Background: an optimization exercise with open tools, aiming at small area, a short achievable clock period and few clock cycles. Do not read the settings as production practice. RTL that was checked went through simulation tests only; none was proved equivalent to the original. Power figures rest on the tool's default switching activity, not on a simulated workload.

// csum_codec
module csum_codec (
    input  wire         clk,
    input  wire         rst,
    input  wire         start,
    input  wire [31:0]  cmd,
    input  wire [7:0]   blen,
    input  wire [623:0] frame,
    output wire         ready,
    output reg          done,
    output wire [7:0]   status,
    output wire [15:0]  value
);
==> flow/config.mk <==
export PLATFORM = sky130hd
export DESIGN_NAME = csum_codec
export DESIGN_NICKNAME = csum_codec
export VERILOG_FILES = /design/flow/design.v
export SDC_FILE = /design/flow/constraint.sdc
export NUM_CORES = 4
export LEC_CHECK = 0
export CAP_MARGIN = 20
export CORE_AREA = 10 10 250 250
export DIE_AREA = 0 0 260 260
export SETUP_SLACK_MARGIN = 2.5
export SLEW_MARGIN = 20
export SYNTH_HIERARCHICAL = 1
==> flow/constraint.sdc <==
create_clock -name core_clock -period 8.0 [get_ports {clk}]
set_input_delay 1.6000 -clock core_clock [delete_from_list [all_inputs] [get_ports {clk}]]
set_output_delay 1.6000 -clock core_clock [all_outputs]
set_load 0.01 [all_outputs]
standard.sh (not shown) runs the stock make flow with config.mk's settings and CLKGATE_MAP_FILE= SYNTH_SCRIPT=/design/flow/synth_recipe.tcl, a recipe that flattens the netlist after the stock synthesis.
==> flow/flow/run.sh <==
#!/bin/bash
# The standard layout, with the port buffers made as buf_1 cells (every
# input and output port still gets its own buffer).
set -euo pipefail
export BUFFER_PORTS_ARGS="-buffer_cell sky130_fd_sc_hd__buf_1"
bash standard.sh synth > synth.log 2>&1
bash standard.sh finish > layout.log 2>&1
Edit:
--- a/flow/design.v
+++ b/flow/design.v
@@ -14,29 +14,28 @@
     localparam HDR_BYTES   = 14;
     wire [15:0] csum_field = {frame[8*8 +: 8], frame[9*8 +: 8]};
     wire [31:0] len_field  = {frame[10*8 +: 8], frame[11*8 +: 8],
                               frame[12*8 +: 8], frame[13*8 +: 8]};
     wire cmd_legal = (cmd[31:8] == 24'd0) &&
                      (cmd[7:0] == 8'h01 || cmd[7:0] == 8'h02);
     wire runt      = (blen < HDR_BYTES);
     wire oversize  = (len_field > MAX_PAYLOAD);
     wire truncated = ({1'b0, blen} < (9'd14 + {2'b00, len_field[6:0]}));
     wire frame_bad = runt || oversize || truncated;
-    wire [63:0] ml, mh;
-    csum_mdec mdec_l (.len7(frame[13*8 +: 7]), .m(ml));
-    csum_mdec mdec_h (.len7(frame[13*8 +: 7]), .m(mh));
+    wire [63:0] m;
+    csum_mdec mdec (.len7(frame[13*8 +: 7]), .m(m));
     genvar gi;
     reg  [511:0] pn;
     integer j;
     always @(*)
         for (j = 0; j < 64; j = j + 1)
-            pn[8*j +: 8] = ~(frame[8*(14+j) +: 8] & {{4{mh[j]}}, {4{ml[j]}}});
+            pn[8*j +: 8] = ~(frame[8*(14+j) +: 8] & {8{m[j]}});
     wire ff_in = (csum_field == 16'hFFFF);
     wire [15:0] fvn = (cmd[1] && !ff_in) ? ~csum_field : 16'hFFFF;
     wire hs0, hc0;
     csum_fa hfa0 (.a(frame[24]), .b(frame[40]), .c(frame[56]), .s(hs0), .co(hc0));
     wire hs1, hc1;
     csum_fa hfa1 (.a(frame[25]), .b(frame[41]), .c(frame[57]), .s(hs1), .co(hc1));
     wire hs2, hc2;
     csum_fa hfa2 (.a(frame[10]), .b(frame[26]), .c(frame[42]), .s(hs2), .co(hc2));
     wire hs3, hc3;
     csum_fa hfa3 (.a(frame[11]), .b(frame[27]), .c(frame[43]), .s(hs3), .co(hc3));
After rerunning:
- wire length went down by a little under a tenth
- clock-buffer cell count stays the same
- first-iteration DRC count falls by about a fifth
- sequential cell count does not change
- non-clock buffer count came out lower by 4
- combinational power stays flat
- total power stays flat
- global-route usage drops by 2.7 points
- worst setup slack gets worse by 24 ps
- final area is lower by a few percent
- die area does not change
- clock power goes up by a few percent
- final cell count fell by a few percent
- clock skew stays flat
Testbench counts after the change, summed over its fixed seeds: cycles 3,200.
No functional check of the RTL was part of the first run of this note.

========
csum_codec, a different RTL version from the one above (not shown whole).
Size: ~71 flip-flops, ~690 I/O pins, about 0.018 mm2 of cells after synthesis.
==> flow/config.mk <==
export PLATFORM = sky130hd
export DESIGN_NAME = csum_codec
export DESIGN_NICKNAME = csum_codec
export VERILOG_FILES = /design/flow/design.v
export SDC_FILE = /design/flow/constraint.sdc
export NUM_CORES = 4
export LEC_CHECK = 0
export CAP_MARGIN = 20
export CORE_AREA = 10 10 250 250
export DIE_AREA = 0 0 260 260
export SLEW_MARGIN = 20
export SYNTH_HIERARCHICAL = 1
==> flow/constraint.sdc <==
create_clock -name core_clock -period 8.0 [get_ports {clk}]
set_input_delay 1.6000 -clock core_clock [delete_from_list [all_inputs] [get_ports {clk}]]
set_output_delay 1.6000 -clock core_clock [all_outputs]
set_load 0.01 [all_outputs]
run.sh (not shown) runs the stock make flow with config.mk's settings and CLKGATE_MAP_FILE= SYNTH_SCRIPT=/design/flow/synth_recipe.tcl, a recipe that flattens the netlist after the stock synthesis.
Stock flow here: none of the scripts above is used.
==> next run, changes <==
--- a/flow/design.v
+++ b/flow/design.v
@@ -13,29 +13,44 @@
     localparam MAX_PAYLOAD = 64;
     localparam HDR_BYTES   = 14;
     wire [15:0] csum_field = {frame[8*8 +: 8], frame[9*8 +: 8]};
     wire [31:0] len_field  = {frame[10*8 +: 8], frame[11*8 +: 8],
                               frame[12*8 +: 8], frame[13*8 +: 8]};
     wire cmd_legal = (cmd[31:8] == 24'd0) &&
                      (cmd[7:0] == 8'h01 || cmd[7:0] == 8'h02);
     wire runt      = (blen < HDR_BYTES);
     wire oversize  = (len_field > MAX_PAYLOAD);
     wire truncated = ({1'b0, blen} < (9'd14 + {2'b00, len_field[6:0]}));
     wire frame_bad = runt || oversize || truncated;
     wire [6:0] len7 = frame[13*8 +: 7];
+    wire [7:0] hgt, heq, lgt;
+    genvar gi;
+    generate
+        for (gi = 0; gi < 8; gi = gi + 1) begin : g_dec
+            assign hgt[gi] = (len7[6:3] > gi);
+            assign heq[gi] = (len7[6:3] == gi);
+            assign lgt[gi] = (len7[2:0] > gi);
+        end
+    endgenerate
+    wire [63:0] m;
+    generate
+        for (gi = 0; gi < 64; gi = gi + 1) begin : g_mask
+            assign m[gi] = hgt[gi / 8] | (heq[gi / 8] & lgt[gi % 8]);
+        end
+    endgenerate
     reg  [511:0] pn;
     integer j;
     always @(*)
         for (j = 0; j < 64; j = j + 1)
-            pn[8*j +: 8] = (len7 > j) ? ~frame[8*(14+j) +: 8] : 8'hFF;
+            pn[8*j +: 8] = ~(frame[8*(14+j) +: 8] & {8{m[j]}});
     wire ff_in = (csum_field == 16'hFFFF);
     wire [15:0] fvn = (cmd[1] && !ff_in) ? ~csum_field : 16'hFFFF;
     wire hs0, hc0;
     csum_fa hfa0 (.a(frame[104]), .b(frame[24]), .c(frame[40]), .s(hs0), .co(hc0));
     wire hs1, hc1;
     csum_fa hfa1 (.a(frame[105]), .b(frame[25]), .c(frame[41]), .s(hs1), .co(hc1));
     wire hs2, hc2;
     csum_fa hfa2 (.a(frame[106]), .b(frame[10]), .c(frame[26]), .s(hs2), .co(hc2));
     wire hs3, hc3;
     csum_fa hfa3 (.a(frame[107]), .b(frame[11]), .c(frame[27]), .s(hs3), .co(hc3));
     wire hs4, hc4;
     csum_fa hfa4 (.a(frame[108]), .b(frame[12]), .c(frame[28]), .s(hs4), .co(hc4));
@@ -1226,28 +1241,41 @@
     wire us572, uc572;
     csum_fa ufa572 (.a(rq[51]), .b(uc555), .c(us556), .s(us572), .co(uc572));
     wire us573, uc573;
     csum_fa ufa573 (.a(rq[55]), .b(uc556), .c(us557), .s(us573), .co(uc573));
     wire us574, uc574;
     csum_fa ufa574 (.a(rq[59]), .b(uc557), .c(us558), .s(us574), .co(uc574));
     wire us575, uc575;
     csum_fa ufa575 (.a(rq[63]), .b(uc558), .c(us559), .s(us575), .co(uc575));
     wire [15:0] a = {uc574, uc573, uc572, uc571, uc570, uc569, uc568, uc567, uc566, uc565, uc564, uc563, uc562, uc561, uc560, us560};
     wire [15:0] b = {us575, us574, us573, us572, us571, us570, us569, us568, us567, us566, us565, us564, us563, us562, us561, uc575};
     wire [15:0] A = ~a;
     wire [15:0] B = ~b;
-    wire        cy  = ({1'b0, A} + {1'b0, B}) >> 16;
-    wire [15:0] sum = A + B + {15'd0, cy};
+    wire [15:0] g0 = A & B;
+    wire [15:0] p0 = A ^ B;
+    wire [15:0] g1, p1, g2, p2, g3, p3, g4;
+    generate
+        for (gi = 0; gi < 16; gi = gi + 1) begin : g_eac
+            assign g1[gi] = g0[gi] | (p0[gi] & g0[(gi + 15) % 16]);
+            assign p1[gi] = p0[gi] & p0[(gi + 15) % 16];
+            assign g2[gi] = g1[gi] | (p1[gi] & g1[(gi + 14) % 16]);
+            assign p2[gi] = p1[gi] & p1[(gi + 14) % 16];
+            assign g3[gi] = g2[gi] | (p2[gi] & g2[(gi + 12) % 16]);
+            assign p3[gi] = p2[gi] & p2[(gi + 12) % 16];
+            assign g4[gi] = g3[gi] | (p3[gi] & g3[(gi + 8) % 16]);
+        end
+    endgenerate
+    wire [15:0] sum = p0 ^ {g4[14:0], g4[15]};
     wire zero = &rq;
-    wire ok   = ff ? zero : (!zero && ((&(A ^ B)) | (&(A & B))));
+    wire ok   = ff ? zero : (!zero && ((&p0) | (&g0)));
     assign value  = mode_c ? (zero ? 16'hFFFF : ~sum) : {15'd0, mode_v & ok};
     assign status = {2'b00, st_ill, st_inv, 3'b000, st_inv};
 endmodule
 module csum_fa (
     input  wire a,
     input  wire b,
     input  wire c,
     output wire s,
     output wire co
 );
     assign s  = a ^ b ^ c;
     assign co = (a & b) | (a & c) | (b & c);
=>
- The new run finished with timing, DRC and antenna clean
- core utilization decreases by 0.19 points
- cell count is about the same
- non-clock buffer count goes up by 1
- hold slack got worse by 0.028 ns
- die area stays the same
- power goes up by roughly a tenth
- sequential power goes down by a few percent
- worst setup slack gets better by 0.27 ns
- area after synthesis falls slightly
- fmax went up by a few percent
- sequential share of layout area hardly moves
Testbench counts after the change, summed over its fixed seeds: cycles 3,200.
Only the layout flow was run in the first run of this note; the RTL was not checked for function there.

========
Another version of the RTL of csum_codec (not shown whole).
Size: ~71 flip-flops, roughly 690 I/O pins.
export LEC_CHECK = 0
export CAP_MARGIN = 20
export CORE_AREA = 10 10 250 250
export DIE_AREA = 0 0 260 260
export SETUP_SLACK_MARGIN = 2.0
export SLEW_MARGIN = 20
export SYNTH_HIERARCHICAL = 1
create_clock -name core_clock -period 8.0 [get_ports {clk}]
standard.sh (not shown) runs the stock make flow with config.mk's settings and CLKGATE_MAP_FILE= SYNTH_SCRIPT=/design/flow/synth_recipe.tcl, a recipe that flattens the netlist after the stock synthesis.
Scripts as last shown in full above: flow/flow/run.sh
Change:
--- a/flow/design.v
+++ b/flow/design.v
@@ -19,44 +19,38 @@
                      (cmd[7:0] == 8'h01 || cmd[7:0] == 8'h02);
     wire runt      = (blen < HDR_BYTES);
     wire oversize  = (len_field > MAX_PAYLOAD);
     wire truncated = ({1'b0, blen} < (9'd14 + {2'b00, len_field[6:0]}));
     wire frame_bad = runt || oversize || truncated;
     wire [6:0] len7 = frame[13*8 +: 7];
-    wire [3:0] lh = len7[6:3];
-    wire [2:0] ll = len7[2:0];
-    wire [7:0] hgt, heq, lgt;
-    assign hgt[0] = lh[3] | (lh[2] & ~lh[3]) | (lh[1] & ~lh[3] & ~lh[2]) | (lh[0] & ~lh[3] & ~lh[2] & ~lh[1]);
-    assign hgt[1] = lh[3] | (lh[2] & ~lh[3]) | (lh[1] & ~lh[3] & ~lh[2]);
-    assign hgt[2] = lh[3] | (lh[2] & ~lh[3]) | (lh[0] & ~lh[3] & ~lh[2] & lh[1]);
-    assign hgt[3] = lh[3] | (lh[2] & ~lh[3]);
-    assign hgt[4] = lh[3] | (lh[1] & ~lh[3] & lh[2]) | (lh[0] & ~lh[3] & lh[2] & ~lh[1]);
-    assign hgt[5] = lh[3] | (lh[1] & ~lh[3] & lh[2]);
-    assign hgt[6] = lh[3] | (lh[0] & ~lh[3] & lh[2] & lh[1]);
-    assign hgt[7] = lh[3];
-    assign heq[0] = ~lh[3] & ~lh[2] & ~lh[1] & ~lh[0];
-    assign heq[1] = ~lh[3] & ~lh[2] & ~lh[1] & lh[0];
-    assign heq[2] = ~lh[3] & ~lh[2] & lh[1] & ~lh[0];
-    assign heq[3] = ~lh[3] & ~lh[2] & lh[1] & lh[0];
-    assign heq[4] = ~lh[3] & lh[2] & ~lh[1] & ~lh[0];
-    assign heq[5] = ~lh[3] & lh[2] & ~lh[1] & lh[0];
-    assign heq[6] = ~lh[3] & lh[2] & lh[1] & ~lh[0];
-    assign heq[7] = ~lh[3] & lh[2] & lh[1] & lh[0];
-    assign lgt[0] = ll[2] | (ll[1] & ~ll[2]) | (ll[0] & ~ll[2] & ~ll[1]);
-    assign lgt[1] = ll[2] | (ll[1] & ~ll[2]);
-    assign lgt[2] = ll[2] | (ll[0] & ~ll[2] & ll[1]);
-    assign lgt[3] = ll[2];
-    assign lgt[4] = (ll[1] & ll[2]) | (ll[0] & ll[2] & ~ll[1]);
-    assign lgt[5] = (ll[1] & ll[2]);
-    assign lgt[6] = (ll[0] & ll[2] & ll[1]);
+    wire [7:0] hgt, lgt;
+    assign hgt[0] = len7[6] | len7[5] | len7[4] | len7[3];
+    assign hgt[1] = len7[6] | len7[5] | len7[4];
+    assign hgt[2] = len7[6] | len7[5] | (len7[3] & len7[4]);
+    assign hgt[3] = len7[6] | len7[5];
+    assign hgt[4] = len7[6] | (len7[4] & len7[5]) | (len7[3] & len7[5]);
+    assign hgt[5] = len7[6] | (len7[4] & len7[5]);
+    assign hgt[6] = len7[6] | (len7[3] & len7[5] & len7[4]);
+    assign hgt[7] = len7[6];
+    assign lgt[0] = len7[2] | len7[1] | len7[0];
+    assign lgt[1] = len7[2] | len7[1];
+    assign lgt[2] = len7[2] | (len7[0] & len7[1]);
+    assign lgt[3] = len7[2];
+    assign lgt[4] = (len7[1] & len7[2]) | (len7[0] & len7[2]);
+    assign lgt[5] = (len7[1] & len7[2]);
+    assign lgt[6] = (len7[0] & len7[2] & len7[1]);
     assign lgt[7] = 1'b0;
     wire [63:0] m;
     genvar gi;
     generate
         for (gi = 0; gi < 64; gi = gi + 1) begin : g_mask
-            assign m[gi] = hgt[gi / 8] | (heq[gi / 8] & lgt[gi % 8]);
+            if (gi < 8) begin : g_lo
+                assign m[gi] = hgt[0] | lgt[gi];
+            end else begin : g_hi
+                assign m[gi] = hgt[gi / 8] | (hgt[gi / 8 - 1] & lgt[gi % 8]);
+            end
         end
     endgenerate
     reg  [511:0] pn;
     integer j;
     always @(*)
         for (j = 0; j < 64; j = j + 1)
What happened: The new run passed the timing, design-rule and antenna checks. Global-route usage decreases by 0.30 points. Cell area decreases by about 1.2%. Hold slack gets better by 0.0037 ns. Fmax decreases by about 1%. Total power increases by 1.3%. Non-clock buffer count increases by 1. First-iteration DRC count decreases by 7.1%. Clock-buffer cell count decreases by 1.
Testbench counts after the change, summed over its fixed seeds: cycles 3,200.
Only the layout flow was run in the first run of this note; the RTL was not checked for function there.

========
RTL: one of the versions met above, not the one the previous note started from.
Size: roughly 1600 cells after synthesis, about 690 I/O pins.
Settings: LEC_CHECK=0, CAP_MARGIN=20, CORE_AREA=10 10 250 250, DIE_AREA=0 0 260 260, SLEW_MARGIN=20, SYNTH_HIERARCHICAL=1; clock period 8.0 ns.
Scripts as last shown in full above: flow/flow/run.sh
Testbench counts at the start, summed over its fixed seeds: cycles 3,200.
Rerun with:
--- a/flow/design.v
+++ b/flow/design.v
@@ -18,24 +18,43 @@
     wire cmd_legal = (cmd[31:8] == 24'd0) &&
                      (cmd[7:0] == 8'h01 || cmd[7:0] == 8'h02);
     wire runt      = (blen < HDR_BYTES);
     wire oversize  = (len_field > MAX_PAYLOAD);
     wire truncated = ({1'b0, blen} < (9'd14 + {2'b00, len_field[6:0]}));
     wire frame_bad = runt || oversize || truncated;
     wire [6:0] len7 = frame[13*8 +: 7];
+    wire [3:0] lh = len7[6:3];
+    wire [2:0] ll = len7[2:0];
     wire [7:0] hgt, heq, lgt;
-    genvar gi;
-    generate
-        for (gi = 0; gi < 8; gi = gi + 1) begin : g_dec
-            assign hgt[gi] = (len7[6:3] > gi);
-            assign heq[gi] = (len7[6:3] == gi);
-            assign lgt[gi] = (len7[2:0] > gi);
-        end
-    endgenerate
+    assign hgt[0] = lh[3] | (lh[2] & ~lh[3]) | (lh[1] & ~lh[3] & ~lh[2]) | (lh[0] & ~lh[3] & ~lh[2] & ~lh[1]);
+    assign hgt[1] = lh[3] | (lh[2] & ~lh[3]) | (lh[1] & ~lh[3] & ~lh[2]);
+    assign hgt[2] = lh[3] | (lh[2] & ~lh[3]) | (lh[0] & ~lh[3] & ~lh[2] & lh[1]);
+    assign hgt[3] = lh[3] | (lh[2] & ~lh[3]);
+    assign hgt[4] = lh[3] | (lh[1] & ~lh[3] & lh[2]) | (lh[0] & ~lh[3] & lh[2] & ~lh[1]);
+    assign hgt[5] = lh[3] | (lh[1] & ~lh[3] & lh[2]);
+    assign hgt[6] = lh[3] | (lh[0] & ~lh[3] & lh[2] & lh[1]);
+    assign hgt[7] = lh[3];
+    assign heq[0] = ~lh[3] & ~lh[2] & ~lh[1] & ~lh[0];
+    assign heq[1] = ~lh[3] & ~lh[2] & ~lh[1] & lh[0];
+    assign heq[2] = ~lh[3] & ~lh[2] & lh[1] & ~lh[0];
+    assign heq[3] = ~lh[3] & ~lh[2] & lh[1] & lh[0];
+    assign heq[4] = ~lh[3] & lh[2] & ~lh[1] & ~lh[0];
+    assign heq[5] = ~lh[3] & lh[2] & ~lh[1] & lh[0];
+    assign heq[6] = ~lh[3] & lh[2] & lh[1] & ~lh[0];
+    assign heq[7] = ~lh[3] & lh[2] & lh[1] & lh[0];
+    assign lgt[0] = ll[2] | (ll[1] & ~ll[2]) | (ll[0] & ~ll[2] & ~ll[1]);
+    assign lgt[1] = ll[2] | (ll[1] & ~ll[2]);
+    assign lgt[2] = ll[2] | (ll[0] & ~ll[2] & ll[1]);
+    assign lgt[3] = ll[2];
+    assign lgt[4] = (ll[1] & ll[2]) | (ll[0] & ll[2] & ~ll[1]);
+    assign lgt[5] = (ll[1] & ll[2]);
+    assign lgt[6] = (ll[0] & ll[2] & ll[1]);
+    assign lgt[7] = 1'b0;
     wire [63:0] m;
+    genvar gi;
     generate
         for (gi = 0; gi < 64; gi = gi + 1) begin : g_mask
             assign m[gi] = hgt[gi / 8] | (heq[gi / 8] & lgt[gi % 8]);
         end
     endgenerate
     reg  [511:0] pn;
     integer j;
@@ -1173,15 +1192,15 @@
         ff     <= ff_in;
         st_ill <= !cmd_legal;
         st_inv <= cmd_legal && frame_bad && !cmd[1];
         if (rst) begin
             done <= 1'b0;
             rdy  <= 1'b0;
         end else begin
-            done <= start;
+            done <= start && rdy;
             rdy  <= 1'b1;
         end
     end
     assign ready = rdy;
     wire us544, uc544;
     csum_fa ufa544 (.a(rq[0]), .b(rq[1]), .c(rq[2]), .s(us544), .co(uc544));
     wire us545, uc545;
After rerunning: Cell count is lower by 0.51%; critical path depth shrinks by 1; cell area is about the same; core utilization hardly moves; setup slack gets worse by 0.20 ns; clock-buffer cell count goes up by 2; wire length came out higher by 1.1%; flip-flop and latch count does not change; synthesized area barely changes; via count increases by 0.61%; power increases by 0.53%; hold slack loses 0.92 ns.
Function not checked in the second run of this note: the RTL went through the layout flow alone.

separate check: timing with driven ports:
No port has a modelled driver above. Below, the same layouts with a new extraction and two added sets of constraints.
Step 1 assumes that a clkbuf_16 drives the clock port and a buf_2 every other input.
Step 2, shift: input delay + t, output delay - t, t = (earliest + latest rising clock arrival at the registers) / 2. This alone moves slack from input paths to output paths.
a / b / c = no drivers / after step 1 / after step 2; a / b = the first two.
run | t, ns | slack for setup (ns) | cell pins on the clock port's net
the first run of note 1 | 0.390 | 2.468 / 2.346 / 1.956 | 1
the second run of note 1 | 0.395 | 2.444 / 2.464 / 2.069 | 1
the first run of note 2 | 0.397 | 0.551 / 0.500 / 0.687 | 1
the second run of note 2 | 0.392 | 0.819 / 0.843 / 0.451 | 1
the first run of note 3 | 0.407 | 2.076 / 2.093 / 1.686 | 1
the second run of note 3 | 0.398 | 2.016 / 2.031 / 1.634 | 1
the first run of note 4 | 0.389 | 1.272 / 1.225 / 0.836 | 1
the second run of note 4 | 0.400 | 1.070 / 1.083 / 0.683 | 1
After both steps every run listed still meets setup and hold. The setup slack of the first run of note 1, which loses most, moves by -0.122 ns with the drivers and by -0.512 ns with both steps.
